What follows belongs to an exercise in optimizing a design on an open flow for small area, a short achievable clock period and few clock cycles; a production flow would make more cautious choices. Function was not checked in any run shown here: the RTL went through the layout flow alone.

[design.v]
module dani_deframer (
    input  wire         clk,
    input  wire         rst,            
    input  wire         cfg_proto,      
    input  wire [3:0]   cfg_ctrl_hi,    
    input  wire [7:0]   cfg_sq_code,    
    input  wire [27:0]  cfg_rsplen,     
    input  wire         in_valid,
    input  wire [7:0]   in_data,
    output wire         in_ready,
    output reg          out_valid,
    input  wire         out_ready,
    output wire [4:0]   out_len,        
    output wire [143:0] out_frame,      
    output wire [15:0]  out_drops       
);
    localparam BUFN = 18;
    reg              proto_q;
    reg              pn_q;      
    reg [3:0]        ctrl_q;
    reg [7:0]        sq_q;
    reg [27:0]       rsplen_q;
    localparam [8*BUFN-1:0] INV = {{(8*BUFN-24){1'b1}}, 24'd0};
    reg [8*BUFN-1:0] bufs_q;
    wire [8*BUFN-1:0] buf_q = bufs_q ^ INV;
    reg [BUFN-1:0]   occ_q;     
    reg [15:0]       drops_q;   
    reg              drop_q;    
    reg              taken_q;   
    reg [4:0]        skip_q;    
    reg              sof0_q;    
    reg [BUFN-1:4]   omn_q;     
    reg              hd_drop;   
    reg              hd_cand;   
    reg [3:0]        hd_v;      
    reg [BUFN-1:4]   hd_ltn;    
    wire [BUFN-1:4]  hd_lt = ~hd_ltn;
    integer i;
    function [5:0] hdr_dec;     
        input [7:0] x0, x1, x2;
        input [1:0] p;
        reg         start, hdr, plaus;
        reg  [3:0]  n;
        begin
            if (!proto_q) begin
                start = (x0 == 8'hAA);
                hdr   = (p >= 2'd2);
                plaus = (x1[7:4] == ctrl_q) && (x1[3:0] != 4'd0) && (x1[3:0] <= 4'd9);
                n     = x1[3:0];
            end else begin
                start = (x0[7:1] == 7'b1111101);
                hdr   = (p == 2'd3);
                plaus = 1'b1;
                n     = 4'd0;
                if (!x0[0]) begin
                    case (x2)
                        8'hF6: n = 4'd3;
                        8'hF3: n = 4'd1;
                        8'h83: n = 4'd2;
                        8'h9B: n = 4'd1;
                        8'h96: n = 4'd8;
                        8'h97: n = 4'd8;
                        default: begin
                            if (x2 != sq_q) plaus = 1'b0;
                        end
                    endcase
                end else begin
                    case (x2)
                        8'hF6: n = rsplen_q[3:0];
                        8'hF3: n = rsplen_q[7:4];
                        8'h83: n = rsplen_q[11:8];
                        8'h9B: n = rsplen_q[15:12];
                        8'h96: n = rsplen_q[19:16];
                        8'h97: n = rsplen_q[23:20];
                        default: n = (x2 == sq_q) ? rsplen_q[27:24] : 4'hF;
                    endcase
                    plaus = (n != 4'hF);
                end
            end
            hdr_dec = {((p != 2'd0) && !start) || (start && hdr && !plaus),
                       start && hdr && plaus, n};
        end
    endfunction
    wire [BUFN-1:0] lt_t = {hd_lt, 4'b1111};      
    reg  [BUFN-1:0] at_chk, at_eof;               
    reg  [7:0]      term [0:BUFN];
    reg  [7:0]      chk;
    reg             eof_ok;
    always @(*) begin
        chk    = 8'h00;
        eof_ok = 1'b0;
        for (i = 0; i < BUFN; i = i + 1) begin
            at_eof[i] = lt_t[i] && (i == BUFN - 1 || !lt_t[i+1]);
            at_chk[i] = !pn_q ? at_eof[i] : (i < BUFN - 1 && lt_t[i+1] && (i == BUFN - 2 || !lt_t[i+2]));
            if (at_chk[i])
                chk = chk | buf_q[8*i +: 8];
            if (at_eof[i] && buf_q[8*i +: 8] == 8'h55)
                eof_ok = 1'b1;
            term[i] = lt_t[i] ? buf_q[8*i +: 8] : 8'h00;
        end
        term[0] = {1'b1, !pn_q, 1'b1, !pn_q, 1'b1, 1'b0, 1'b1, pn_q || buf_q[0]};
        if (pn_q) begin
            term[1] = 8'h00;
            term[3] = 8'h00;
        end
        term[BUFN] = ~{chk[6:0], 1'b0};
    end
    function [15:0] csa;        
        input [7:0] a, b, c;
        begin
            csa = {((a & b) | (a & c) | (b & c)) << 1, a ^ b ^ c};
        end
    endfunction
    wire [15:0] s1_0 = csa(term[0],  term[1],  term[2]);
    wire [15:0] s1_1 = csa(term[3],  term[4],  term[5]);
    wire [15:0] s1_2 = csa(term[6],  term[7],  term[8]);
    wire [15:0] s1_3 = csa(term[9],  term[10], term[11]);
    wire [15:0] s1_4 = csa(term[12], term[13], term[14]);
    wire [15:0] s1_5 = csa(term[15], term[16], term[17]);
    wire [15:0] s2_0 = csa(s1_0[7:0], s1_0[15:8], s1_1[7:0]);
    wire [15:0] s2_1 = csa(s1_1[15:8], s1_2[7:0], s1_2[15:8]);
    wire [15:0] s2_2 = csa(s1_3[7:0], s1_3[15:8], s1_4[7:0]);
    wire [15:0] s2_3 = csa(s1_4[15:8], s1_5[7:0], s1_5[15:8]);
    wire [15:0] s3_0 = csa(s2_0[7:0], s2_0[15:8], s2_1[7:0]);
    wire [15:0] s3_1 = csa(s2_1[15:8], s2_2[7:0], s2_2[15:8]);
    wire [15:0] s3_2 = csa(s2_3[7:0], s2_3[15:8], term[BUFN]);
    wire [15:0] s4_0 = csa(s3_0[7:0], s3_0[15:8], s3_1[7:0]);
    wire [15:0] s4_1 = csa(s3_1[15:8], s3_2[7:0], s3_2[15:8]);
    wire [15:0] s5_0 = csa(s4_0[7:0], s4_0[15:8], s4_1[7:0]);
    wire [15:0] s6_0 = csa(s5_0[7:0], s5_0[15:8], s4_1[15:8]);
    wire sum_ok = ((s6_0[7:0] ^ s6_0[15:8]) == 8'hFF);
    wire win_ok = sum_ok && (proto_q || (eof_ok && buf_q[31:27] == 5'd0));
    wire       skipping = (skip_q[4:1] != 4'd0);
    wire [4:0] hd_t     = {1'b0, hd_v} + (proto_q ? 5'd4 : 5'd5);    
    wire       complete = occ_q[3] && ((hd_lt & ~occ_q[BUFN-1:4]) == {(BUFN-4){1'b0}});
    wire       check    = !skipping && hd_cand && complete;
    wire       do_emit  = check && win_ok;
    wire       do_drop  = (!skipping && hd_drop) || (check && !win_ok);
    wire       rm_rdy   = skipping && out_valid;
    wire       rm_now   = skipping ? !out_valid : (hd_drop || (hd_cand && complete));
    wire       remove   = rm_now || (rm_rdy && out_ready);
    assign in_ready = !occ_q[BUFN-1];
    wire   accept   = in_valid && !occ_q[BUFN-1];
    wire [1:0] p0 = occ_q[2] ? 2'd3 : occ_q[1] ? 2'd2 : occ_q[0] ? 2'd1 : 2'd0;
    wire [1:0] p1 = occ_q[3] ? 2'd3 : occ_q[2] ? 2'd2 : occ_q[1] ? 2'd1 : 2'd0;
    wire [5:0] dec0 = hdr_dec(buf_q[7:0],  buf_q[15:8],  buf_q[23:16], p0);
    wire [5:0] dec1 = hdr_dec(buf_q[15:8], buf_q[23:16], buf_q[31:24], p1);
    wire [5:0] dec  = (rm_now || rm_rdy) ? dec1 : dec0;
    reg [BUFN-1:4] dec_lt;
    always @(*)
        for (i = 4; i < BUFN; i = i + 1)
            dec_lt[i] = proto_q ? ({1'b0, dec[3:0]} >= i - 3) : ({1'b0, dec[3:0]} >= i - 4);
    reg [BUFN-1:0] ld_in, en;
    always @(*) begin
        for (i = 0; i < BUFN; i = i + 1) begin
            ld_in[i] = (i == BUFN - 1) || !occ_q[(i + 1) % BUFN];
            en[i]    = (rm_now || !occ_q[i]) || (rm_rdy && out_ready);
        end
    end
    assign out_frame[7:0] = {1'b1, proto_q, 1'b1, proto_q, 1'b1, 1'b0, 1'b1, sof0_q};
    genvar g;
    generate
        for (g = 1; g < 4; g = g + 1) begin : g_out_lo
            assign out_frame[8*g +: 8] = bufs_q[8*(g-1) +: 8];
        end
        for (g = 4; g < BUFN; g = g + 1) begin : g_out
            assign out_frame[8*g +: 8] = ~(bufs_q[8*(g-1) +: 8] | {8{omn_q[g]}});
        end
    endgenerate
    assign out_len   = skip_q;
    assign out_drops = drops_q;
    always @(posedge clk) begin
        proto_q  <= cfg_proto;
        pn_q     <= !cfg_proto;
        sq_q     <= cfg_sq_code;
        ctrl_q   <= cfg_ctrl_hi;
        rsplen_q <= cfg_rsplen;
        for (i = 0; i < BUFN; i = i + 1)
            if (en[i])
                bufs_q[8*i +: 8] <= ((ld_in[i] || i == BUFN - 1) ? in_data : buf_q[8*((i+1)%BUFN) +: 8]) ^ INV[8*i +: 8];
        hd_v  <= dec[3:0];
        hd_ltn <= ~dec_lt;
        if (!out_valid) omn_q <= hd_ltn;
        if (do_emit) sof0_q <= buf_q[0];
        if (rst) begin
            occ_q     <= {BUFN{1'b0}};
            drops_q   <= 16'd0;
            drop_q    <= 1'b0;
            taken_q   <= 1'b0;
            skip_q    <= 5'd0;
            out_valid <= 1'b0;
            hd_drop   <= 1'b0;
            hd_cand   <= 1'b0;
        end else begin
            if (accept)
                occ_q <= remove ? occ_q : {occ_q[BUFN-2:0], 1'b1};
            else
                occ_q <= remove ? {1'b0, occ_q[BUFN-1:1]} : occ_q;
            hd_drop <= dec[5];
            hd_cand <= dec[4];
            if (skipping) begin
                if (rm_now || out_ready) skip_q <= skip_q - 5'd1;
            end else if (do_emit) begin
                skip_q <= hd_t;
            end
            drop_q <= do_drop;
            if (drop_q) begin
                if (drops_q != 16'hFFFF) drops_q <= drops_q + 16'd1;
            end else if (taken_q) begin
                drops_q <= 16'd0;
            end
            taken_q <= out_valid && out_ready;
            if (do_emit)
                out_valid <= 1'b1;
            else if (out_ready)
                out_valid <= 1'b0;
        end
    end
endmodule
[standard.sh]
#!/bin/bash
# synth_recipe.tcl (not shown) runs the flow's synth.tcl, then flattens the netlist and writes it again
# the make line also repeats each setting of config.mk as NAME=value (left out here)
make -C /OpenROAD-flow-scripts/flow DESIGN_CONFIG=/design/flow/config.mk WORK_HOME=/design/flow/orfs CLKGATE_MAP_FILE= SYNTH_SCRIPT=/design/flow/synth_recipe.tcl "${@:-finish}"
[config.mk]
export PLATFORM = sky130hd
export DESIGN_NAME = dani_deframer
export DESIGN_NICKNAME = dani_deframer
export VERILOG_FILES = /design/flow/design.v
export SDC_FILE = /design/flow/constraint.sdc
export NUM_CORES = 4
export LEC_CHECK = 0
export CAP_MARGIN = 20
export CELL_PAD_IN_SITES_DETAIL_PLACEMENT = 2
export CELL_PAD_IN_SITES_GLOBAL_PLACEMENT = 2
export CORE_MARGIN = 2
export CORE_UTILIZATION = 45
export CTS_CLUSTER_DIAMETER = 100
export CTS_CLUSTER_SIZE = 22
export PLACE_DENSITY = 0.65
export SLEW_MARGIN = 50
[constraint.sdc]
create_clock -name core_clock -period 28.0 [get_ports {clk}]
set_input_delay 5.6000 -clock core_clock [delete_from_list [all_inputs] [get_ports {clk}]]
set_output_delay 5.6000 -clock core_clock [all_outputs]
set_load 0.01 [all_outputs]
[flow/run.sh]
#!/bin/bash
# Standard layout, except that the port buffers are the small
# sky130_fd_sc_hd__buf_1 instead of the cell buffer_ports picks by itself.
set -euo pipefail
export BUFFER_PORTS_ARGS="-buffer_cell sky130_fd_sc_hd__buf_1"
bash standard.sh > standard.log 2>&1
==> results of run 1 <==
==> flip-flops by register name (all words and copies together) (netlist names), 4 cells and up <==
register	count
rsplen_q	28
bufs_q	144
sq_q	8
omn_q	14
ctrl_q	4
hd_ltn	14
skip_q	5
drops_q	16
hd_v	4
occ_q	18
==> final cells by class <==
class	count	area, um^2
clock inverter	4	28.78
tap	468	585.6
fill	3963	18490
timing repair buffer	236	991.0
sequential	263	6882
inverter	104	390.4
clock buffer	24	461.7
multi-input combinational	1247	8869
==> worst min-delay path, cell delays in order (launching register included) <==
cell and delay, ps:
sky130_fd_sc_hd__dfxtp_1 370, sky130_fd_sc_hd__nand2_1 80, sky130_fd_sc_hd__nor2_1 40
==> placed cells by master (no fill, tap or decap), drive strengths merged, types with 18 or more instances in the layout <==
master / instances
nor2: 279
buf: 235
nand2: 178
edfxtp: 159
o21ai: 147
inv: 104
dfxtp: 104
fa: 98
o22ai: 49
xnor2: 46
a21oi: 43
nor4: 31
mux2i: 31
xor2: 30
nor3: 27
clkbuf: 25
a22oi: 23
or2: 22
a31oi: 20
mux2: 18
==> cells by family after synthesis <==
group                    Yosys count  synth area share (%)
AND/OR/NAND/NOR                  665                 19.05
flip-flops                       263                 40.81
XOR/XNOR                          77                 4.103
buffers and inverters            252                 6.896
other                              2               0.04470
adder cells (fa/ha/maj)          115                 12.94
AO/OA/AOI/OAI                    335                 12.46
multiplexers                      50                 3.694
==> routing by layer <==
| layer | part of all wire [%] | routed length [um] | GRT usage [%] |
|---|---|---|---|
| met1 | 42 | 28840 | 49.02 |
| met2 | 46 | 31780 | 57.03 |
| met3 | 9.2 | 6381 | 7.376 |
| met4 | 3.1 | 2116 | 10.22 |
| met5 | 0 | 0 | 0 |
==> path summary, 6_finish.rpt <==
kind | startpoint | to | slack, ps | depth (start not counted)
worst max-delay path | bufs_q[26] | out_frame[34] | 20750 | 2
worst min-delay path | out_valid | taken_q | 520 | 2
worst max register to register | pn_q | skip_q[2] | 21650 | 15
worst min register to register | out_valid | taken_q | 520 | 2
==> flow_results.xml, run 1 <==
<?xml version="1.0" encoding="UTF-8"?>
<metrics>
  <group name="routing">
    <metric name="first_pass_iters" unit="">5</metric>
    <metric name="drc" unit="">0</metric>
    <metric name="finalWirelength" unit="mm">69.12</metric>
    <metric name="routed-via-count" unit="">14710</metric>
    <metric name="ant_nets" unit="">0</metric>
    <metric name="detail_route.iter0.violations" unit="">1459</metric>
    <metric name="via_per_inst" unit="">6.269</metric>
    <metric name="routed_length_per_placed_instance" unit="um">29.46</metric>
  </group>
  <group name="floorplan">
    <metric name="io_pins" unit="">220</metric>
    <metric name="floorplan.core_area" unit="um^2">36700</metric>
    <metric name="placementRows" unit="">70</metric>
    <metric name="die_w" unit="um">197.2</metric>
    <metric name="floorplan.initialDensity" unit="%">45.78</metric>
    <metric name="die_h" unit="um">197.2</metric>
    <metric name="die_area" unit="um^2">38900</metric>
  </group>
  <group name="placement">
    <metric name="placed_area" unit="um^2">17680</metric>
    <metric name="placedCellCount" unit="">2317</metric>
    <metric name="dp_hpwl" unit="mm">51.92</metric>
    <metric name="placement.setup.worst_slack" unit="ps">20470</metric>
    <metric name="port_buffers" unit="">214</metric>
    <metric name="place.gp.congestion" unit="">0.9497</metric>
  </group>
  <group name="global_routing">
    <metric name="antenna_violations_before_repair" unit="">1</metric>
    <metric name="grt_start_max_net_pins" unit="">49</metric>
    <metric name="global_route.overflow_total" unit="">0</metric>
    <metric name="first_global_vias" unit="">15300</metric>
    <metric name="grt_use_total" unit="%">35.63</metric>
    <metric name="first_pass_grt_wire_length" unit="mm">101.8</metric>
  </group>
  <group name="logic_synthesis">
    <metric name="netlist.area_leader.share" unit="%">28.42</metric>
    <metric name="synth-seq-cells" unit="">263</metric>
    <metric name="seq_area_frac_synth" unit="%">40.81</metric>
    <metric name="syn-cell-area" unit="um^2">16800</metric>
    <metric name="avgSynthCellArea" unit="um^2">9.552</metric>
    <metric name="synth_top_cells_by_count" unit="">sky130_fd_sc_hd__nor2_1 (278), sky130_fd_sc_hd__nand2_1 (178), sky130_fd_sc_hd__edfxtp_1 (159)</metric>
    <metric name="synth-edff-count" unit="">159</metric>
    <metric name="post_synth_main_area_contributors" unit="">sky130_fd_sc_hd__edfxtp_1 (28%), sky130_fd_sc_hd__dfxtp_1 (12%), sky130_fd_sc_hd__fa_1 (12%)</metric>
    <metric name="synth_async_sr_flop_share" unit="%">0</metric>
    <metric name="synth_top_cell_by_area" unit="">sky130_fd_sc_hd__edfxtp_1</metric>
    <metric name="synth.distinct_cells" unit="">90</metric>
    <metric name="synth-main-ff-cell" unit="">sky130_fd_sc_hd__edfxtp_1</metric>
    <metric name="synth-warning-count" unit="">6</metric>
    <metric name="post_synth_inst_count" unit="">1759</metric>
    <metric name="synth_most_common_cell" unit="">sky130_fd_sc_hd__nor2_1</metric>
  </group>
  <group name="timing">
    <metric name="slew_headroom" unit="%">49.43</metric>
    <metric name="final-setup-viol-count" unit="">0</metric>
    <metric name="unrepaired_setup_endpoints_after_global_routing" unit="">false</metric>
    <metric name="post-route-worst-setup-slack" unit="ps">20750</metric>
    <metric name="post-route-min-period" unit="ps">7251</metric>
    <metric name="timing_worst_slew_pin_value" unit="ps">758.5</metric>
    <metric name="clock-skew-final" unit="ps">17.21</metric>
    <metric name="hold_ws" unit="ps">517.6</metric>
    <metric name="fmaxAchievable" unit="GHz">0.1379</metric>
    <metric name="hold_violation_count_in_the_final_report" unit="">0</metric>
    <metric name="timing.setup.tns" unit="ps">0</metric>
    <metric name="timing.final.crit_share" unit="%">25.90</metric>
    <metric name="final_report_max_slew_violation_count" unit="">0</metric>
  </group>
  <group name="final_layout">
    <metric name="design_area" unit="um^2">18210</metric>
    <metric name="antennaDiodeCount" unit="">0</metric>
    <metric name="final_core_util" unit="%">49.61</metric>
    <metric name="finish.net_count" unit="">2036</metric>
    <metric name="area_delta_synth_final" unit="%">8.371</metric>
    <metric name="stdcell_count" unit="">2346</metric>
    <metric name="post_route_cells_drive_above_1_share" unit="%">8.040</metric>
  </group>
  <group name="worst_setup_path">
    <metric name="timing.critical_path.arrival" unit="ps">1650</metric>
    <metric name="cp-start-kind" unit="">flip-flop</metric>
    <metric name="required_arrival_time_at_the_worst_endpoint" unit="ps">22400</metric>
    <metric name="worst_path_dominant_cell_family" unit="">flip-flops</metric>
    <metric name="cp.buffers_inverters" unit="">1</metric>
    <metric name="cp_peak_stage_delay" unit="ps">840</metric>
    <metric name="cp_max_delay_cell" unit="">sky130_fd_sc_hd__edfxtp_1</metric>
    <metric name="critical_path_peak_fanout" unit="">16</metric>
    <metric name="crit_type" unit="">flip-flop to output port</metric>
    <metric name="timing.critical_path.to_type" unit="">output port</metric>
    <metric name="crit_path_cell_trace" unit="">nor2_1, buf_1</metric>
  </group>
  <group name="clock_network">
    <metric name="cts_buffer_depth" unit="">3</metric>
    <metric name="cts.sink_count" unit="">263</metric>
    <metric name="postCtsResizedCells" unit="">0</metric>
    <metric name="clock_tree.htree_level_count" unit="">1</metric>
    <metric name="cts.hold.buffers_added" unit="">0</metric>
    <metric name="tritoncts.num_buffers" unit="">16</metric>
    <metric name="cts.root.buffer_cell" unit="">sky130_fd_sc_hd__clkbuf_16</metric>
    <metric name="cts_tree" unit="">yes</metric>
    <metric name="worst_skew_pair.late_latency" unit="ps">530</metric>
    <metric name="clk_pin_slew_worst_paths" unit="ps">90</metric>
    <metric name="setup_buffers_after_cts" unit="">0</metric>
  </group>
  <group name="run">
    <metric name="max_cap_viol_count" unit="">0</metric>
  </group>
  <group name="status">
    <metric name="status" unit="">finished clean</metric>
  </group>
  <group name="worst_hold_path">
    <metric name="worstHoldPathType" unit="">flip-flop to flip-flop</metric>
  </group>
</metrics>
==> inputs of run 2 (changes only) <==
--- a/design.v
+++ b/design.v
@@ -25,3 +25,4 @@
     wire [8*BUFN-1:0] buf_q = bufs_q ^ INV;
-    reg [BUFN-1:0]   occ_q;     
+    reg [4:0]        cnt_q;     
+    reg              in_rdy_q;  
     reg [15:0]       drops_q;   
@@ -92,4 +93,4 @@
         for (i = 0; i < BUFN; i = i + 1) begin
-            at_eof[i] = lt_t[i] && (i == BUFN - 1 || !lt_t[i+1]);
-            at_chk[i] = !pn_q ? at_eof[i] : (i < BUFN - 1 && lt_t[i+1] && (i == BUFN - 2 || !lt_t[i+2]));
+            at_chk[i] = (i >= 3) && ({1'b0, hd_v} == i - 3);
+            at_eof[i] = (i >= 4) && ({1'b0, hd_v} == i - 4);
             if (at_chk[i])
@@ -134,3 +135,3 @@
     wire [4:0] hd_t     = {1'b0, hd_v} + (proto_q ? 5'd4 : 5'd5);    
-    wire       complete = occ_q[3] && ((hd_lt & ~occ_q[BUFN-1:4]) == {(BUFN-4){1'b0}});
+    wire       complete = (cnt_q >= hd_t);
     wire       check    = !skipping && hd_cand && complete;
@@ -141,6 +142,6 @@
     wire       remove   = rm_now || (rm_rdy && out_ready);
-    assign in_ready = !occ_q[BUFN-1];
-    wire   accept   = in_valid && !occ_q[BUFN-1];
-    wire [1:0] p0 = occ_q[2] ? 2'd3 : occ_q[1] ? 2'd2 : occ_q[0] ? 2'd1 : 2'd0;
-    wire [1:0] p1 = occ_q[3] ? 2'd3 : occ_q[2] ? 2'd2 : occ_q[1] ? 2'd1 : 2'd0;
+    assign in_ready = in_rdy_q;
+    wire   accept   = in_valid && in_rdy_q;
+    wire [1:0] p0 = (cnt_q > 5'd2) ? 2'd3 : cnt_q[1:0];
+    wire [1:0] p1 = (cnt_q > 5'd3) ? 2'd3 : (cnt_q == 5'd0) ? 2'd0 : cnt_q[1:0] - 2'd1;
     wire [5:0] dec0 = hdr_dec(buf_q[7:0],  buf_q[15:8],  buf_q[23:16], p0);
@@ -155,4 +156,4 @@
         for (i = 0; i < BUFN; i = i + 1) begin
-            ld_in[i] = (i == BUFN - 1) || !occ_q[(i + 1) % BUFN];
-            en[i]    = (rm_now || !occ_q[i]) || (rm_rdy && out_ready);
+            ld_in[i] = (i + 1 >= cnt_q);
+            en[i]    = (rm_now || (i >= cnt_q)) || (rm_rdy && out_ready);
         end
@@ -185,3 +186,4 @@
         if (rst) begin
-            occ_q     <= {BUFN{1'b0}};
+            cnt_q     <= 5'd0;
+            in_rdy_q  <= 1'b1;
             drops_q   <= 16'd0;
@@ -194,6 +196,4 @@
         end else begin
-            if (accept)
-                occ_q <= remove ? occ_q : {occ_q[BUFN-2:0], 1'b1};
-            else
-                occ_q <= remove ? {1'b0, occ_q[BUFN-1:1]} : occ_q;
+            cnt_q    <= cnt_q + {{4{remove && !accept}}, remove ^ accept};
+            in_rdy_q <= !(((cnt_q == BUFN[4:0]) || (cnt_q == BUFN[4:0] - 5'd1 && accept)) && !remove);
             hd_drop <= dec[5];
--- a/config.mk
+++ b/config.mk
@@ -11,6 +11,6 @@
 export CORE_MARGIN = 2
-export CORE_UTILIZATION = 45
-export CTS_CLUSTER_DIAMETER = 100
-export CTS_CLUSTER_SIZE = 22
-export PLACE_DENSITY = 0.65
+export CORE_UTILIZATION = 30
+export CTS_CLUSTER_DIAMETER = 120
+export CTS_CLUSTER_SIZE = 26
+export PLACE_DENSITY = 0.5
 export SLEW_MARGIN = 50
==> run 2 against run 1 <==
  * Non-clock buffer count up 11
  * Critical path type unchanged
  * Flip-flop and latch count is 12 lower
  * Worst hold slack lost 35 ps
  * Still clean
  * Critical path depth stayed put
==> flow_results.xml, run 2 <==
<?xml version="1.0" encoding="UTF-8"?>
<metrics>
  <group name="logic_synthesis">
    <metric name="synth_most_common_cell" unit="">sky130_fd_sc_hd__nor2_1</metric>
    <metric name="synth-seq-cells" unit="">251</metric>
    <metric name="syn-cell-area" unit="um^2">16460</metric>
    <metric name="synth.distinct_cells" unit="">96</metric>
    <metric name="avgSynthCellArea" unit="um^2">9.457</metric>
    <metric name="synth_top_cells_by_count" unit="">sky130_fd_sc_hd__nor2_1 (311), sky130_fd_sc_hd__edfxtp_1 (159), sky130_fd_sc_hd__nand2_1 (158)</metric>
    <metric name="synth_async_sr_flop_share" unit="%">0</metric>
    <metric name="synth-main-ff-cell" unit="">sky130_fd_sc_hd__edfxtp_1</metric>
    <metric name="synth-edff-count" unit="">159</metric>
    <metric name="post_synth_main_area_contributors" unit="">sky130_fd_sc_hd__edfxtp_1 (29%), sky130_fd_sc_hd__fa_1 (12%), sky130_fd_sc_hd__dfxtp_1 (11%)</metric>
    <metric name="post_synth_inst_count" unit="">1740</metric>
    <metric name="seq_area_frac_synth" unit="%">40.21</metric>
    <metric name="netlist.area_leader.share" unit="%">29.01</metric>
    <metric name="synth_top_cell_by_area" unit="">sky130_fd_sc_hd__edfxtp_1</metric>
    <metric name="synth-warning-count" unit="">2</metric>
  </group>
  <group name="floorplan">
    <metric name="io_pins" unit="">220</metric>
    <metric name="floorplan.initialDensity" unit="%">30.46</metric>
    <metric name="floorplan.core_area" unit="um^2">54030</metric>
    <metric name="die_w" unit="um">238.2</metric>
    <metric name="placementRows" unit="">85</metric>
    <metric name="die_h" unit="um">238.2</metric>
    <metric name="die_area" unit="um^2">56740</metric>
  </group>
  <group name="final_layout">
    <metric name="largest_register" unit="">bufs_q</metric>
    <metric name="finish.net_count" unit="">2054</metric>
    <metric name="area_delta_synth_final" unit="%">10.99</metric>
    <metric name="layout.cells.most_common" unit="">sky130_fd_sc_hd__nor2_1</metric>
    <metric name="reg_top3" unit="">bufs_q x144, rsplen_q x28, drops_q x16</metric>
    <metric name="layout.cells.most_common_list" unit="">sky130_fd_sc_hd__nor2_1 (311), sky130_fd_sc_hd__buf_1 (212), sky130_fd_sc_hd__edfxtp_1 (159)</metric>
    <metric name="post_route_cells_drive_above_1_share" unit="%">7.651</metric>
    <metric name="antennaDiodeCount" unit="">0</metric>
    <metric name="largest_reg_flops" unit="">144</metric>
  </group>
  <group name="worst_hold_path">
    <metric name="worst_hold_path.endpoint" unit="">taken_q</metric>
    <metric name="hold_path.startpoint" unit="">out_valid</metric>
    <metric name="worstHoldPathType" unit="">flip-flop to flip-flop</metric>
    <metric name="holdPathStages" unit="">2</metric>
  </group>
  <group name="clock_network">
    <metric name="postCtsResizedCells" unit="">0</metric>
    <metric name="cts.root.buffer_cell" unit="">sky130_fd_sc_hd__clkbuf_16</metric>
    <metric name="setup_buffers_after_cts" unit="">0</metric>
    <metric name="cts.sink_count" unit="">251</metric>
    <metric name="clk_pin_slew_worst_paths" unit="ps">110</metric>
    <metric name="tritoncts.num_buffers" unit="">15</metric>
    <metric name="cts.hold.buffers_added" unit="">0</metric>
    <metric name="worst_skew_pair.late_latency" unit="ps">540</metric>
    <metric name="clock_tree.htree_level_count" unit="">1</metric>
    <metric name="cts_buffer_depth" unit="">3</metric>
    <metric name="cts_tree" unit="">yes</metric>
  </group>
  <group name="routing">
    <metric name="routed-via-count" unit="">14080</metric>
    <metric name="routed_length_per_placed_instance" unit="um">30.15</metric>
    <metric name="finalWirelength" unit="mm">77.74</metric>
    <metric name="ant_nets" unit="">0</metric>
    <metric name="via_per_inst" unit="">5.463</metric>
    <metric name="first_pass_iters" unit="">6</metric>
    <metric name="drc" unit="">0</metric>
    <metric name="detail_route.iter0.violations" unit="">1022</metric>
  </group>
  <group name="placement">
    <metric name="dp_hpwl" unit="mm">58.08</metric>
    <metric name="place.gp.congestion" unit="">0.8789</metric>
    <metric name="port_buffers" unit="">214</metric>
    <metric name="placement.setup.worst_slack" unit="ps">20260</metric>
  </group>
  <group name="timing">
    <metric name="post-route-min-period" unit="ps">7323</metric>
    <metric name="post-route-worst-setup-slack" unit="ps">20680</metric>
    <metric name="fmaxAchievable" unit="GHz">0.1366</metric>
    <metric name="timing.final.crit_share" unit="%">26.15</metric>
    <metric name="timing.setup.tns" unit="ps">0</metric>
    <metric name="unrepaired_setup_endpoints_after_global_routing" unit="">false</metric>
    <metric name="final-setup-viol-count" unit="">0</metric>
    <metric name="final_report_max_slew_violation_count" unit="">0</metric>
    <metric name="slew_headroom" unit="%">48.11</metric>
    <metric name="timing_worst_slew_pin_value" unit="ps">778.4</metric>
    <metric name="clock-skew-final" unit="ps">21.87</metric>
    <metric name="hold_violation_count_in_the_final_report" unit="">0</metric>
  </group>
  <group name="run">
    <metric name="max_cap_viol_count" unit="">0</metric>
  </group>
  <group name="global_routing">
    <metric name="antenna_violations_before_repair" unit="">0</metric>
    <metric name="first_pass_grt_wire_length" unit="mm">111.4</metric>
    <metric name="global_route.overflow_total" unit="">0</metric>
    <metric name="grt_use_total" unit="%">27.40</metric>
    <metric name="first_global_vias" unit="">15000</metric>
    <metric name="grt_start_max_net_pins" unit="">28</metric>
  </group>
  <group name="worst_setup_path">
    <metric name="cp_max_delay_cell" unit="">sky130_fd_sc_hd__edfxtp_1</metric>
    <metric name="rr_startpoint" unit="">hd_v[2]</metric>
    <metric name="cp_peak_stage_delay" unit="ps">590</metric>
    <metric name="r2r.worst_path.cells" unit="">22</metric>
    <metric name="required_arrival_time_at_the_worst_endpoint" unit="ps">22400</metric>
    <metric name="setup.reg_to_reg.worst_slack" unit="ps">21060</metric>
    <metric name="crit_path_start" unit="">omn_q[11]</metric>
    <metric name="crit_type" unit="">flip-flop to output port</metric>
    <metric name="critical_path_peak_fanout" unit="">8</metric>
    <metric name="timing.critical_path.to_type" unit="">output port</metric>
    <metric name="timing.critical_path.arrival" unit="ps">1720</metric>
    <metric name="crit_path_cell_trace" unit="">nor2_1, buf_1</metric>
    <metric name="cp-start-kind" unit="">flip-flop</metric>
    <metric name="reg2reg_to" unit="">skip_q[0]</metric>
  </group>
  <group name="status">
    <metric name="status" unit="">finished clean</metric>
  </group>
</metrics>
==> run 2: kinds of logic after synthesis <==
group	Yosys count	share of synthesized area, %
and+or+nand+nor	658	18.61
other	2	0.04564
AOI/OAI and AO/OA	343	13.15
xor gates and xnor gates	73	4.220
adders and majority gates	128	14.25
DFF	251	40.21
buffers and inverters	248	6.881
muxes	37	2.638
==> run 2: worst max path at each step <==
stage / to / slack [ps] / cells after the start
6_report: out_frame[95] / 20680 / 2
5_1_grt: out_frame[37] / 20630 / 4
4_1_cts: out_frame[37] / 20640 / 4
3_5_place_dp: cnt_q[4] / 20260 / 15
3_3_place_gp: cnt_q[4] / 20310 / 15
2_1_floorplan: cnt_q[4] / 20050 / 16
==> run 2: area by class of cell <==
type,count,area (um^2)
fillers,6096,35760
multi-input cells,1244,8770
flip-flops and latches,251,6620
repair buffers,247,1062
well taps,696,870.8
inverters,114,427.9
clock buffers,19,411.6
clock inverters,7,101.3
==> run 2: critical path: cells and delay by family, from the launching register on <==
| kind | cells | cell delay [ps] |
|---|---|---|
| AND/OR/NAND/NOR | 1 | 400 |
| flip-flops | 1 | 590 |
| buffers and inverters | 1 | 190 |
==> run 2: per-stage QoR <==
stage / cell area [um^2] / hold WS, ps / instances / utilization (%)
final: 18260 / 482.9 / 2578 / 33.81
after global routing: 18260 / 514.0 / 2578 / 33.81
after CTS: 18220 / 497.4 / 2577 / 33.73
after detailed placement: 17710 / 480.6 / 2551 / 32.78
after global placement: 17680 / 471.6 / 2549 / 32.72
after floorplan: 16470 / 402.9 / 1743 / -
==> run 2: metal layers <==
layer / vias to the layer above / track usage, % / routed length, um
li1: 6222 / - / -
met1: 7413 / 36.98 / 34350
met2: 365 / 47.29 / 38310
met3: 84 / 2.487 / 2906
met4: 0 / 6.875 / 2164
met5: - / 0 / 0
==> inputs of run 3 (changes only) <==
--- a/design.v
+++ b/design.v
@@ -18,9 +18,5 @@
     reg              proto_q;
-    reg              pn_q;      
-    reg [3:0]        ctrl_q;
     reg [7:0]        sq_q;
-    reg [27:0]       rsplen_q;
-    localparam [8*BUFN-1:0] INV = {{(8*BUFN-24){1'b1}}, 24'd0};
-    reg [8*BUFN-1:0] bufs_q;
-    wire [8*BUFN-1:0] buf_q = bufs_q ^ INV;
+    reg [8*BUFN-1:0] bufn_q;    
+    wire [8*BUFN-1:0] buf_q = ~bufn_q;
     reg [4:0]        cnt_q;     
@@ -29,3 +25,2 @@
     reg              drop_q;    
-    reg              taken_q;   
     reg [4:0]        skip_q;    
@@ -48,3 +43,3 @@
                 hdr   = (p >= 2'd2);
-                plaus = (x1[7:4] == ctrl_q) && (x1[3:0] != 4'd0) && (x1[3:0] <= 4'd9);
+                plaus = (x1[7:4] == cfg_ctrl_hi) && (x1[3:0] != 4'd0) && (x1[3:0] <= 4'd9);
                 n     = x1[3:0];
@@ -69,9 +64,9 @@
                     case (x2)
-                        8'hF6: n = rsplen_q[3:0];
-                        8'hF3: n = rsplen_q[7:4];
-                        8'h83: n = rsplen_q[11:8];
-                        8'h9B: n = rsplen_q[15:12];
-                        8'h96: n = rsplen_q[19:16];
-                        8'h97: n = rsplen_q[23:20];
-                        default: n = (x2 == sq_q) ? rsplen_q[27:24] : 4'hF;
+                        8'hF6: n = cfg_rsplen[3:0];
+                        8'hF3: n = cfg_rsplen[7:4];
+                        8'h83: n = cfg_rsplen[11:8];
+                        8'h9B: n = cfg_rsplen[15:12];
+                        8'h96: n = cfg_rsplen[19:16];
+                        8'h97: n = cfg_rsplen[23:20];
+                        default: n = (x2 == sq_q) ? cfg_rsplen[27:24] : 4'hF;
                     endcase
@@ -93,4 +88,4 @@
         for (i = 0; i < BUFN; i = i + 1) begin
-            at_chk[i] = (i >= 3) && ({1'b0, hd_v} == i - 3);
-            at_eof[i] = (i >= 4) && ({1'b0, hd_v} == i - 4);
+            at_eof[i] = lt_t[i] && (i == BUFN - 1 || !lt_t[i+1]);
+            at_chk[i] = proto_q ? at_eof[i] : (i < BUFN - 1 && lt_t[i+1] && (i == BUFN - 2 || !lt_t[i+2]));
             if (at_chk[i])
@@ -101,4 +96,4 @@
         end
-        term[0] = {1'b1, !pn_q, 1'b1, !pn_q, 1'b1, 1'b0, 1'b1, pn_q || buf_q[0]};
-        if (pn_q) begin
+        term[0] = {1'b1, proto_q, 1'b1, proto_q, 1'b1, 1'b0, 1'b1, !proto_q || buf_q[0]};
+        if (!proto_q) begin
             term[1] = 8'h00;
@@ -148,3 +143,3 @@
     wire [5:0] dec1 = hdr_dec(buf_q[15:8], buf_q[23:16], buf_q[31:24], p1);
-    wire [5:0] dec  = (rm_now || rm_rdy) ? dec1 : dec0;
+    wire [5:0] dec  = remove ? dec1 : dec0;
     reg [BUFN-1:4] dec_lt;
@@ -164,6 +159,6 @@
         for (g = 1; g < 4; g = g + 1) begin : g_out_lo
-            assign out_frame[8*g +: 8] = bufs_q[8*(g-1) +: 8];
+            assign out_frame[8*g +: 8] = buf_q[8*(g-1) +: 8];
         end
         for (g = 4; g < BUFN; g = g + 1) begin : g_out
-            assign out_frame[8*g +: 8] = ~(bufs_q[8*(g-1) +: 8] | {8{omn_q[g]}});
+            assign out_frame[8*g +: 8] = ~(bufn_q[8*(g-1) +: 8] | {8{omn_q[g]}});
         end
@@ -174,9 +169,6 @@
         proto_q  <= cfg_proto;
-        pn_q     <= !cfg_proto;
         sq_q     <= cfg_sq_code;
-        ctrl_q   <= cfg_ctrl_hi;
-        rsplen_q <= cfg_rsplen;
         for (i = 0; i < BUFN; i = i + 1)
             if (en[i])
-                bufs_q[8*i +: 8] <= ((ld_in[i] || i == BUFN - 1) ? in_data : buf_q[8*((i+1)%BUFN) +: 8]) ^ INV[8*i +: 8];
+                bufn_q[8*i +: 8] <= (ld_in[i] || i == BUFN - 1) ? ~in_data : bufn_q[8*(i+1) +: 8];
         hd_v  <= dec[3:0];
@@ -190,3 +182,2 @@
             drop_q    <= 1'b0;
-            taken_q   <= 1'b0;
             skip_q    <= 5'd0;
@@ -196,3 +187,7 @@
         end else begin
-            cnt_q    <= cnt_q + {{4{remove && !accept}}, remove ^ accept};
+            case ({remove, accept})
+                2'b10:   cnt_q <= cnt_q - 5'd1;
+                2'b01:   cnt_q <= cnt_q + 5'd1;
+                default: cnt_q <= cnt_q;
+            endcase
             in_rdy_q <= !(((cnt_q == BUFN[4:0]) || (cnt_q == BUFN[4:0] - 5'd1 && accept)) && !remove);
@@ -201,3 +196,3 @@
             if (skipping) begin
-                if (rm_now || out_ready) skip_q <= skip_q - 5'd1;
+                if (remove) skip_q <= skip_q - 5'd1;
             end else if (do_emit) begin
@@ -208,6 +203,5 @@
                 if (drops_q != 16'hFFFF) drops_q <= drops_q + 16'd1;
-            end else if (taken_q) begin
+            end else if (out_valid && out_ready) begin
                 drops_q <= 16'd0;
             end
-            taken_q <= out_valid && out_ready;
             if (do_emit)
--- a/config.mk
+++ b/config.mk
@@ -12,5 +12,3 @@
 export CORE_UTILIZATION = 30
-export CTS_CLUSTER_DIAMETER = 120
-export CTS_CLUSTER_SIZE = 26
 export PLACE_DENSITY = 0.5
-export SLEW_MARGIN = 50
+export SLEW_MARGIN = 20
==> run 3 against run 2 <==
  * Synthesized area shrank 5.8%
  * Cell count up 0.85%
  * Worst setup slack got worse by 810 ps
  * First-iteration DRC count fell by 6.5%
  * Via count rose by 2.0%
  * Clock skew grew 4.1 ps
  * Synthesized cell count decreased by 0.29%
  * Flip-flop and latch count is 34 lower
  * Critical path type is now input port to flip-flop
  * Critical endpoint is now cnt_q[4]
==> flow_results.xml, run 3 <==
<?xml version="1.0" encoding="UTF-8"?>
<metrics>
  <group name="clock_network">
    <metric name="cts_tree" unit="">yes</metric>
    <metric name="cts.root.buffer_cell" unit="">sky130_fd_sc_hd__clkbuf_16</metric>
    <metric name="clk_pin_slew_worst_paths" unit="ps">60</metric>
    <metric name="worst_skew_pair.late_latency" unit="ps">590</metric>
    <metric name="cts.sink_count" unit="">217</metric>
    <metric name="setup_buffers_after_cts" unit="">0</metric>
    <metric name="clock_tree.htree_level_count" unit="">1</metric>
    <metric name="cts_buffer_depth" unit="">3</metric>
    <metric name="postCtsResizedCells" unit="">0</metric>
    <metric name="cts.hold.buffers_added" unit="">0</metric>
    <metric name="tritoncts.num_buffers" unit="">27</metric>
  </group>
  <group name="timing">
    <metric name="unrepaired_setup_endpoints_after_global_routing" unit="">false</metric>
    <metric name="timing_worst_slew_pin_value" unit="ps">1074</metric>
    <metric name="final-setup-viol-count" unit="">0</metric>
    <metric name="hold_violation_count_in_the_final_report" unit="">0</metric>
    <metric name="timing.final.crit_share" unit="%">29.04</metric>
    <metric name="final_report_max_slew_violation_count" unit="">0</metric>
    <metric name="clock-skew-final" unit="ps">26.00</metric>
    <metric name="post-route-min-period" unit="ps">8131</metric>
    <metric name="post-route-worst-setup-slack" unit="ps">19870</metric>
    <metric name="timing.setup.tns" unit="ps">0</metric>
    <metric name="fmaxAchievable" unit="GHz">0.1230</metric>
    <metric name="slew_headroom" unit="%">28.16</metric>
  </group>
  <group name="floorplan">
    <metric name="floorplan.initialDensity" unit="%">30.28</metric>
    <metric name="die_h" unit="um">231.3</metric>
    <metric name="die_area" unit="um^2">53510</metric>
    <metric name="placementRows" unit="">83</metric>
    <metric name="floorplan.core_area" unit="um^2">51200</metric>
    <metric name="die_w" unit="um">231.3</metric>
    <metric name="io_pins" unit="">220</metric>
  </group>
  <group name="logic_synthesis">
    <metric name="synth_most_common_cell" unit="">sky130_fd_sc_hd__nor2_1</metric>
    <metric name="post_synth_inst_count" unit="">1735</metric>
    <metric name="syn-cell-area" unit="um^2">15500</metric>
    <metric name="synth.distinct_cells" unit="">79</metric>
    <metric name="synth-seq-cells" unit="">217</metric>
    <metric name="synth-main-ff-cell" unit="">sky130_fd_sc_hd__edfxtp_1</metric>
    <metric name="netlist.area_leader.share" unit="%">30.80</metric>
    <metric name="synth_top_cells_by_count" unit="">sky130_fd_sc_hd__nor2_1 (369), sky130_fd_sc_hd__edfxtp_1 (159), sky130_fd_sc_hd__inv_1 (132)</metric>
    <metric name="seq_area_frac_synth" unit="%">38.29</metric>
    <metric name="avgSynthCellArea" unit="um^2">8.935</metric>
    <metric name="synth-warning-count" unit="">7</metric>
    <metric name="synth_async_sr_flop_share" unit="%">0</metric>
    <metric name="post_synth_main_area_contributors" unit="">sky130_fd_sc_hd__edfxtp_1 (31%), sky130_fd_sc_hd__fa_1 (13%), sky130_fd_sc_hd__nor2_1 (8.9%)</metric>
    <metric name="synth_top_cell_by_area" unit="">sky130_fd_sc_hd__edfxtp_1</metric>
    <metric name="synth-edff-count" unit="">159</metric>
  </group>
  <group name="final_layout">
    <metric name="layout.cells.most_common" unit="">sky130_fd_sc_hd__nor2_1</metric>
    <metric name="final_core_util" unit="%">34.72</metric>
    <metric name="fillers" unit="">5802</metric>
    <metric name="largest_reg_flops" unit="">144</metric>
    <metric name="finish.net_count" unit="">2080</metric>
    <metric name="antennaDiodeCount" unit="">0</metric>
    <metric name="reg_top3" unit="">bufn_q x144, drops_q x16</metric>
    <metric name="largest_register" unit="">bufn_q</metric>
    <metric name="area_delta_synth_final" unit="%">14.66</metric>
    <metric name="design_area" unit="um^2">17770</metric>
    <metric name="multi_input_area" unit="um^2">8648</metric>
    <metric name="layout.cells.most_common_list" unit="">sky130_fd_sc_hd__nor2_1 (369), sky130_fd_sc_hd__buf_1 (211), sky130_fd_sc_hd__edfxtp_1 (159)</metric>
    <metric name="register_area" unit="um^2">5937</metric>
    <metric name="post_route_cells_drive_above_1_share" unit="%">6.042</metric>
  </group>
  <group name="routing">
    <metric name="first_pass_iters" unit="">5</metric>
    <metric name="met2_length" unit="mm">33.46</metric>
    <metric name="ant_nets" unit="">0</metric>
    <metric name="routed_length_per_placed_instance" unit="um">28.27</metric>
    <metric name="finalWirelength" unit="mm">73.50</metric>
    <metric name="topRoutingLayerUsed" unit="">met5</metric>
    <metric name="via_per_inst" unit="">5.527</metric>
    <metric name="met3WireLength" unit="mm">3.659</metric>
    <metric name="detail_route.iter0.violations" unit="">956</metric>
    <metric name="routed-via-count" unit="">14370</metric>
    <metric name="met1_length" unit="mm">34.05</metric>
    <metric name="drc" unit="">0</metric>
  </group>
  <group name="worst_hold_path">
    <metric name="worstHoldPathType" unit="">flip-flop to flip-flop</metric>
    <metric name="hold_path.startpoint" unit="">drops_q[5]</metric>
  </group>
  <group name="global_routing">
    <metric name="grt_use_total" unit="%">27.22</metric>
    <metric name="antenna_violations_before_repair" unit="">2</metric>
    <metric name="grt_start_max_net_pins" unit="">38</metric>
    <metric name="global_route.overflow_total" unit="">0</metric>
    <metric name="first_global_vias" unit="">14960</metric>
    <metric name="first_pass_grt_wire_length" unit="mm">105.6</metric>
  </group>
  <group name="placement">
    <metric name="port_buffers" unit="">214</metric>
    <metric name="place.gp.congestion" unit="">0.8816</metric>
    <metric name="placement.setup.worst_slack" unit="ps">19260</metric>
    <metric name="placed_area" unit="um^2">16940</metric>
    <metric name="dp_hpwl" unit="mm">54.89</metric>
  </group>
  <group name="worst_setup_path">
    <metric name="rr_startpoint" unit="">proto_q</metric>
    <metric name="critical_path.most_common_cell" unit="">sky130_fd_sc_hd__nor2_1</metric>
    <metric name="required_arrival_time_at_the_worst_endpoint" unit="ps">28470</metric>
    <metric name="worst_path_dominant_cell_family" unit="">simple AND/OR/NAND/NOR gates</metric>
    <metric name="cp-start-kind" unit="">input port</metric>
    <metric name="crit_type" unit="">input port to flip-flop</metric>
    <metric name="timing.critical_path.to_type" unit="">flip-flop</metric>
    <metric name="critical_path_peak_fanout" unit="">14</metric>
    <metric name="crit_path_start" unit="">out_ready</metric>
    <metric name="timing.critical_path.arrival" unit="ps">8600</metric>
    <metric name="cp.buffers_inverters" unit="">3</metric>
    <metric name="crit_path_cell_trace" unit="">buf_1, nor2_1, nand2_1, and2_1, inv_1, buf_4, ha_1, or4b_2, a21oi_1, xnor2_1, nor2_1</metric>
    <metric name="cp_peak_stage_delay" unit="ps">620</metric>
    <metric name="cp_max_delay_cell" unit="">sky130_fd_sc_hd__or4b_2</metric>
  </group>
  <group name="run">
    <metric name="max_cap_viol_count" unit="">0</metric>
  </group>
  <group name="status">
    <metric name="status" unit="">finished clean</metric>
  </group>
</metrics>
==> run 3: path summary, 6_finish.rpt <==
check	endpoint	slack (ps)	depth (start not counted)
max	cnt_q[4]	19870	11
min	drops_q[5]	520	2
max reg2reg	skip_q[1]	20370	20
min reg2reg	drops_q[5]	520	2
==> run 3: logic make-up after synthesis <==
kind of cell	count (synthesis)	share of synthesized area [%]
xor+xnor	79	4.552
simple gates	706	21.44
buf+inv	247	6.336
fa+ha+maj	126	14.92
compound gates	347	13.66
mux	11	0.7668
other cells	2	0.04844
flops	217	38.29
==> run 3: per-stage QoR <==
stage	hold WS, ps	std cells
after floorplan	402.9	1738
after global placement	487.7	2551
after detailed placement	515.7	2551
after CTS	523.2	2599
after global routing	555.0	2600
final	518.5	2600
==> run 3: tightest hold or removal path, cell delays in order, from the launching register on <==
cell,delay (ps)
sky130_fd_sc_hd__dfxtp_1,330
sky130_fd_sc_hd__o21ai_0,80
sky130_fd_sc_hd__a21oi_1,60
==> run 3: final cells by class <==
cell class / count / area share, %
tap: 680 / 4.787
clock inverter: 12 / 0.3872
inverter: 136 / 2.872
multi-input combinational: 1274 / 48.66
sequential: 217 / 33.40
clock buffer: 36 / 4.048
timing repair buffer: 245 / 5.850
==> run 3: routing by layer <==
layer / global-route usage (%) / up-vias
met5: 0 / -
met4: 8.185 / 2
met3: 3.839 / 122
met2: 43.27 / 427
met1: 38.31 / 7500
li1: - / 6320
==> inputs of run 4 (changes only) <==
--- a/config.mk
+++ b/config.mk
@@ -13,2 +13,2 @@
 export PLACE_DENSITY = 0.5
-export SLEW_MARGIN = 20
+export SLEW_MARGIN = 50
==> run 4 against run 3 <==
  * Still clean on timing, DRC and antenna
  * First-iteration DRC count decreased by 9.7%
  * Register-to-register slack improved by 540 ps
  * Via count decreased by 0.33%
  * Critical path depth unchanged
  * Non-clock buffer count increased by 2
==> flow_results.xml, run 4 <==
<?xml version="1.0" encoding="UTF-8"?>
<metrics>
  <group name="placement">
    <metric name="port_buffers" unit="">214</metric>
    <metric name="place.gp.congestion" unit="">0.8816</metric>
    <metric name="dp_hpwl" unit="mm">55.07</metric>
    <metric name="placement.setup.worst_slack" unit="ps">19560</metric>
    <metric name="placedCellCount" unit="">2553</metric>
  </group>
  <group name="routing">
    <metric name="routed_length_per_placed_instance" unit="um">28.33</metric>
    <metric name="via_per_inst" unit="">5.497</metric>
    <metric name="first_pass_iters" unit="">4</metric>
    <metric name="drc" unit="">0</metric>
    <metric name="routed-via-count" unit="">14320</metric>
    <metric name="detail_route.iter0.violations" unit="">863</metric>
    <metric name="finalWirelength" unit="mm">73.82</metric>
    <metric name="ant_nets" unit="">0</metric>
  </group>
  <group name="floorplan">
    <metric name="die_area" unit="um^2">53510</metric>
    <metric name="floorplan.initialDensity" unit="%">30.28</metric>
    <metric name="io_pins" unit="">220</metric>
    <metric name="die_h" unit="um">231.3</metric>
    <metric name="floorplan.core_area" unit="um^2">51200</metric>
    <metric name="placementRows" unit="">83</metric>
    <metric name="die_w" unit="um">231.3</metric>
  </group>
  <group name="timing">
    <metric name="slew_headroom" unit="%">47.95</metric>
    <metric name="timing.setup.tns" unit="ps">0</metric>
    <metric name="unrepaired_setup_endpoints_after_global_routing" unit="">false</metric>
    <metric name="post-route-min-period" unit="ps">7845</metric>
    <metric name="hold_violation_count_in_the_final_report" unit="">0</metric>
    <metric name="fmaxAchievable" unit="GHz">0.1275</metric>
    <metric name="timing_worst_slew_pin_value" unit="ps">779.7</metric>
    <metric name="clock-skew-final" unit="ps">34.70</metric>
    <metric name="final_report_max_slew_violation_count" unit="">0</metric>
    <metric name="final-setup-viol-count" unit="">0</metric>
    <metric name="timing.final.crit_share" unit="%">28.02</metric>
    <metric name="post-route-worst-setup-slack" unit="ps">20160</metric>
  </group>
  <group name="worst_setup_path">
    <metric name="required_arrival_time_at_the_worst_endpoint" unit="ps">28490</metric>
    <metric name="cp_peak_stage_delay" unit="ps">620</metric>
    <metric name="cp.depth" unit="">11</metric>
    <metric name="crit_path_cell_trace" unit="">buf_1, nor2_1, nand2_1, and2_1, inv_2, buf_4, ha_1, or4b_2, a21oi_1, xnor2_1, nor2_1</metric>
    <metric name="r2r.worst_path.cells" unit="">20</metric>
    <metric name="cp.buffers_inverters" unit="">3</metric>
    <metric name="crit_type" unit="">input port to flip-flop</metric>
    <metric name="timing.critical_path.arrival" unit="ps">8330</metric>
    <metric name="cp-start-kind" unit="">input port</metric>
    <metric name="critical_path_peak_fanout" unit="">14</metric>
    <metric name="critical_path.most_common_cell" unit="">sky130_fd_sc_hd__nor2_1</metric>
    <metric name="worst_path_dominant_cell_family" unit="">simple AND/OR/NAND/NOR gates</metric>
    <metric name="cp_max_delay_cell" unit="">sky130_fd_sc_hd__or4b_2</metric>
    <metric name="timing.critical_path.to_type" unit="">flip-flop</metric>
  </group>
  <group name="clock_network">
    <metric name="postCtsResizedCells" unit="">0</metric>
    <metric name="clk_pin_slew_worst_paths" unit="ps">60</metric>
    <metric name="cts.sink_count" unit="">217</metric>
    <metric name="cts_buffer_depth" unit="">3</metric>
    <metric name="cts.hold.buffers_added" unit="">0</metric>
    <metric name="worst_skew_pair.late_latency" unit="ps">610</metric>
    <metric name="tritoncts.num_buffers" unit="">28</metric>
    <metric name="clock_tree.htree_level_count" unit="">1</metric>
    <metric name="setup_buffers_after_cts" unit="">0</metric>
    <metric name="cts.root.buffer_cell" unit="">sky130_fd_sc_hd__clkbuf_16</metric>
    <metric name="cts_tree" unit="">yes</metric>
  </group>
  <group name="final_layout">
    <metric name="reg_top3" unit="">bufn_q x144, drops_q x16</metric>
    <metric name="fillers" unit="">5764</metric>
    <metric name="register_area" unit="um^2">5943</metric>
    <metric name="stdcell_count" unit="">2606</metric>
    <metric name="layout.cells.most_common_list" unit="">sky130_fd_sc_hd__nor2_1 (367), sky130_fd_sc_hd__buf_1 (211), sky130_fd_sc_hd__edfxtp_1 (159)</metric>
    <metric name="area_delta_synth_final" unit="%">16.80</metric>
    <metric name="largest_register" unit="">bufn_q</metric>
    <metric name="post_route_cells_drive_above_1_share" unit="%">8.108</metric>
    <metric name="largest_reg_flops" unit="">144</metric>
    <metric name="layout.cells.most_common" unit="">sky130_fd_sc_hd__nor2_1</metric>
    <metric name="finish.net_count" unit="">2083</metric>
    <metric name="multi_input_area" unit="um^2">8815</metric>
    <metric name="final_core_util" unit="%">35.37</metric>
  </group>
  <group name="logic_synthesis">
    <metric name="post_synth_main_area_contributors" unit="">sky130_fd_sc_hd__edfxtp_1 (31%), sky130_fd_sc_hd__fa_1 (13%), sky130_fd_sc_hd__nor2_1 (8.9%)</metric>
    <metric name="avgSynthCellArea" unit="um^2">8.935</metric>
    <metric name="netlist.area_leader.share" unit="%">30.80</metric>
    <metric name="syn-cell-area" unit="um^2">15500</metric>
    <metric name="synth_async_sr_flop_share" unit="%">0</metric>
    <metric name="synth-seq-cells" unit="">217</metric>
    <metric name="synth-edff-count" unit="">159</metric>
    <metric name="synth_top_cells_by_count" unit="">sky130_fd_sc_hd__nor2_1 (369), sky130_fd_sc_hd__edfxtp_1 (159), sky130_fd_sc_hd__inv_1 (132)</metric>
    <metric name="synth_most_common_cell" unit="">sky130_fd_sc_hd__nor2_1</metric>
    <metric name="post_synth_inst_count" unit="">1735</metric>
    <metric name="synth-warning-count" unit="">7</metric>
    <metric name="synth-main-ff-cell" unit="">sky130_fd_sc_hd__edfxtp_1</metric>
    <metric name="synth.distinct_cells" unit="">79</metric>
    <metric name="synth_top_cell_by_area" unit="">sky130_fd_sc_hd__edfxtp_1</metric>
    <metric name="seq_area_frac_synth" unit="%">38.29</metric>
  </group>
  <group name="worst_hold_path">
    <metric name="worstHoldPathType" unit="">flip-flop to flip-flop</metric>
    <metric name="holdPathStages" unit="">2</metric>
  </group>
  <group name="global_routing">
    <metric name="first_pass_grt_wire_length" unit="mm">106.4</metric>
    <metric name="grt_use_total" unit="%">27.42</metric>
    <metric name="first_global_vias" unit="">14820</metric>
    <metric name="global_route.overflow_total" unit="">0</metric>
    <metric name="antenna_violations_before_repair" unit="">1</metric>
    <metric name="grt_start_max_net_pins" unit="">38</metric>
  </group>
  <group name="status">
    <metric name="status" unit="">finished clean</metric>
  </group>
  <group name="run">
    <metric name="max_cap_viol_count" unit="">0</metric>
  </group>
</metrics>
-- run 4: kinds of logic after synthesis --
kind of cell	after synthesis	share of synthesized area, %
fa+ha+maj	126	14.92
other cells	2	0.04844
compound gates	347	13.66
simple gates	706	21.44
flops	217	38.29
buf+inv	247	6.336
mux	11	0.7668
xor+xnor	79	4.552
-- run 4: area by class of cell --
cell class	count	area share, %
inverters	136	2.833
flip-flops and latches	217	32.82
multi-input cells	1274	48.68
clock inverters	13	0.9052
clock buffers	37	4.167
diodes	2	0.02764
well taps	680	4.699
repair buffers	247	5.866
-- run 4: per-stage QoR --
step,instance area (um^2),hold WS [ps]
global placement,16940,487.7
detailed placement,17110,514.1
finish,18110,518.9
CTS,18020,524.1
floorplan,15510,402.9
global route,18100,554.7
-- run 4: worst register-to-register path, stage by stage (launching register included) --
cell and delay, ps:
sky130_fd_sc_hd__dfxtp_2 730, sky130_fd_sc_hd__buf_4 570, sky130_fd_sc_hd__inv_2 70, sky130_fd_sc_hd__buf_4 290, sky130_fd_sc_hd__a31oi_2 570, sky130_fd_sc_hd__o22ai_1 260, sky130_fd_sc_hd__nor4_1 390, sky130_fd_sc_hd__nand3_1 150
sky130_fd_sc_hd__fa_1 510, sky130_fd_sc_hd__inv_1 60, sky130_fd_sc_hd__fa_1 490, sky130_fd_sc_hd__inv_1 50, sky130_fd_sc_hd__fa_1 470, sky130_fd_sc_hd__fa_1 450, sky130_fd_sc_hd__xnor2_1 140, sky130_fd_sc_hd__nor4_1 290
sky130_fd_sc_hd__nand4_1 270, sky130_fd_sc_hd__a211oi_2 490, sky130_fd_sc_hd__a41oi_2 300, sky130_fd_sc_hd__a211o_1 340, sky130_fd_sc_hd__a21oi_1 140
-- run 4: worst paths after layout --
| path | slack [ps] | endpoint | start |
|---|---|---|---|
| setup / recovery | 20160 | cnt_q[4] | out_ready |
| setup reg to reg | 20910 | skip_q[1] | proto_q |
| hold / removal | 520 | drops_q[5] | drops_q[5] |
| hold reg to reg | 520 | drops_q[5] | drops_q[5] |
-- run 4: routing by layer --
metal	wire, um	vias to the layer above	GRT usage (%)	part of all wire [%]
met1	34530	7503	39.09	47
met5	0	-	0	0
met3	3637	94	4.060	4.9
li1	-	6341	-	-
met2	33860	386	43.69	46
met4	1798	0	6.411	2.4
==> inputs of run 5 (changes only) <==
--- a/config.mk
+++ b/config.mk
@@ -7,3 +7,3 @@
 export LEC_CHECK = 0
-export CAP_MARGIN = 20
+export CAP_MARGIN = 50
 export CELL_PAD_IN_SITES_DETAIL_PLACEMENT = 2
@@ -13,2 +13,2 @@
 export PLACE_DENSITY = 0.5
-export SLEW_MARGIN = 50
+export SLEW_MARGIN = 80
==> run 5 against run 4 <==
  * Still clean
  * Sequential share of layout area shrank 3.7 points
  * Register-to-register slack gained 360 ps
  * Wire length grew 2.8%
  * Non-clock buffer count grew 212
  * Worst setup slack lost 540 ps
  * Worst hold slack lost 9.2 ps
  * Global-route usage grew 0.71 points
  * Highest routed layer is now met5
==> flow_results.xml, run 5 <==
<?xml version="1.0" encoding="UTF-8"?>
<metrics>
  <group name="timing">
    <metric name="final_report_max_slew_violation_count" unit="">0</metric>
    <metric name="unrepaired_setup_endpoints_after_global_routing" unit="">false</metric>
    <metric name="post-route-worst-setup-slack" unit="ps">19620</metric>
    <metric name="timing.setup.tns" unit="ps">0</metric>
  </group>
  <group name="logic_synthesis">
    <metric name="post_synth_inst_count" unit="">1735</metric>
    <metric name="synth-main-ff-cell" unit="">sky130_fd_sc_hd__edfxtp_1</metric>
    <metric name="combinational_family_with_the_most_area_after_synthesis" unit="">simple AND/OR/NAND/NOR gates</metric>
    <metric name="synth_compound_gate_area_share" unit="%">13.66</metric>
    <metric name="syn-cell-area" unit="um^2">15500</metric>
    <metric name="basic_gate_share_of_the_synthesized_area_counting_and_or_nand_and_nor_cells" unit="%">21.44</metric>
    <metric name="yosys.area_share.adder" unit="%">14.92</metric>
    <metric name="netlist.area_leader.share" unit="%">30.80</metric>
    <metric name="synth_top_cells_by_count" unit="">sky130_fd_sc_hd__nor2_1 (369), sky130_fd_sc_hd__edfxtp_1 (159), sky130_fd_sc_hd__inv_1 (132)</metric>
    <metric name="synth_most_common_cell" unit="">sky130_fd_sc_hd__nor2_1</metric>
    <metric name="multiplexer_share_of_the_synthesized_area" unit="%">0.7667</metric>
    <metric name="seq_area_frac_synth" unit="%">38.29</metric>
  </group>
  <group name="global_routing">
    <metric name="first_pass_grt_wire_length" unit="mm">110.2</metric>
    <metric name="first_global_vias" unit="">15950</metric>
    <metric name="grt_start_max_net_pins" unit="">27</metric>
    <metric name="antenna_violations_before_repair" unit="">3</metric>
  </group>
  <group name="routing">
    <metric name="first_pass_iters" unit="">5</metric>
    <metric name="routed_length_per_placed_instance" unit="um">26.96</metric>
  </group>
  <group name="worst_setup_path">
    <metric name="cp_max_delay_cell" unit="">sky130_fd_sc_hd__clkdlybuf4s50_1</metric>
    <metric name="rr_startpoint" unit="">proto_q</metric>
    <metric name="cp.buffers_inverters" unit="">6</metric>
    <metric name="crit_type" unit="">input port to flip-flop</metric>
  </group>
  <group name="clock_network">
    <metric name="cts.root.buffer_cell" unit="">sky130_fd_sc_hd__clkbuf_16</metric>
    <metric name="clk_pin_slew_worst_paths" unit="ps">60</metric>
    <metric name="worst_skew_pair.late_latency" unit="ps">580</metric>
    <metric name="setup_buffers_after_cts" unit="">0</metric>
    <metric name="postCtsResizedCells" unit="">0</metric>
    <metric name="tritoncts.num_buffers" unit="">27</metric>
    <metric name="clock_tree.htree_level_count" unit="">1</metric>
  </group>
  <group name="status">
    <metric name="status" unit="">finished clean</metric>
  </group>
  <group name="floorplan">
    <metric name="io_pins" unit="">220</metric>
    <metric name="floorplan.initialDensity" unit="%">30.28</metric>
    <metric name="die_w" unit="um">231.3</metric>
    <metric name="die_area" unit="um^2">53510</metric>
  </group>
  <group name="run">
    <metric name="max_cap_viol_count" unit="">0</metric>
  </group>
  <group name="final_layout">
    <metric name="area_delta_synth_final" unit="%">32.91</metric>
    <metric name="post_route_cells_drive_above_1_share" unit="%">21.60</metric>
    <metric name="design_area" unit="um^2">20600</metric>
    <metric name="reg_top3" unit="">bufn_q x144, drops_q x16</metric>
    <metric name="fillers" unit="">5687</metric>
  </group>
  <group name="placement">
    <metric name="place.gp.congestion" unit="">0.8816</metric>
    <metric name="placed_area" unit="um^2">19360</metric>
  </group>
  <group name="worst_hold_path">
    <metric name="worstHoldPathType" unit="">flip-flop to flip-flop</metric>
  </group>
</metrics>
## run 5: cells by family after synthesis
kind of cell             after synthesis
AND/OR/NAND/NOR                      706
adder cells (fa/ha/maj)              126
other                                  2
XOR/XNOR                              79
AO/OA/AOI/OAI                        347
multiplexers                          11
buffers and inverters                247
flip-flops                           217
## run 5: routing by layer
layer  vias up  track usage (%)  share of wire (%)
li1       6762                -                  -
met1      7738            38.97                 46
met2       378            46.05                 47
met3        92            4.380                5.1
met4         2            6.532                2.3
met5         -                0              0.017
## run 5: layout make-up
| class | instances | area share [%] |
|---|---|---|
| clock buffers | 37 | 3.461 |
| inverters | 136 | 2.538 |
| multi-input cells | 1274 | 47.62 |
| flip-flops and latches | 217 | 29.12 |
| diodes | 1 | 0.01214 |
| well taps | 680 | 4.129 |
| clock inverters | 11 | 0.5526 |
| repair buffers | 459 | 12.56 |
## run 5: path summary, 6_finish.rpt
| check | depth (start not counted) | to |
|---|---|---|
| min reg2reg | 2 | drops_q[5] |
| min | 2 | drops_q[5] |
| max | 14 | hd_ltn[8] |
| max reg2reg | 25 | skip_q[1] |
## run 5: metrics by stage
step / hold WS [ps] / util, %
3_3_place_gp: 487.7 / 33.09
4_1_cts: 517.2 / 39.43
2_1_floorplan: 402.9 / -
3_5_place_dp: 507.5 / 37.82
5_1_grt: 554.6 / 40.24
6_report: 509.7 / 40.25
## run 5: worst min-delay path: stages (launching register included)
cell and delay, ps:
sky130_fd_sc_hd__dfxtp_1 320, sky130_fd_sc_hd__o21ai_0 80, sky130_fd_sc_hd__a21oi_1 60

## port drivers added, routing unchanged
In the flow no input, the clock included, has a driving cell. The finished layouts below were timed again as built, in two steps.
Step 1, drivers: a clkbuf_16 drives clk and a buf_2 each remaining input, both assumed.
Step 2 also shifts input and output timing later by t, the mid clock arrival at the registers, as if the neighbouring blocks saw the same clock.
a / b / c = ideal / step 1 / step 2; a / b = the first two.
run	shift t [ns]	setup slack, ns	clock arrival spread, ns	worst slew at a driven data input, ns
run 1	0.575	20.749 / 20.695 / 20.455	0.022 / 0.022	0.05
run 2	0.593	20.677 / 20.617 / 20.315	0.026 / 0.026	0.04
run 3	0.641	19.869 / 19.893 / 19.251	0.026 / 0.027	0.04
run 4	0.647	20.156 / 20.174 / 19.526	0.035 / 0.035	0.04
run 5	0.633	19.616 / 19.658 / 19.024	0.018 / 0.017	0.04
After both steps setup and hold are still met in every run listed. For run 4, which loses most, drivers alone change the setup slack by +0.018 ns; drivers and shift together by -0.630 ns.
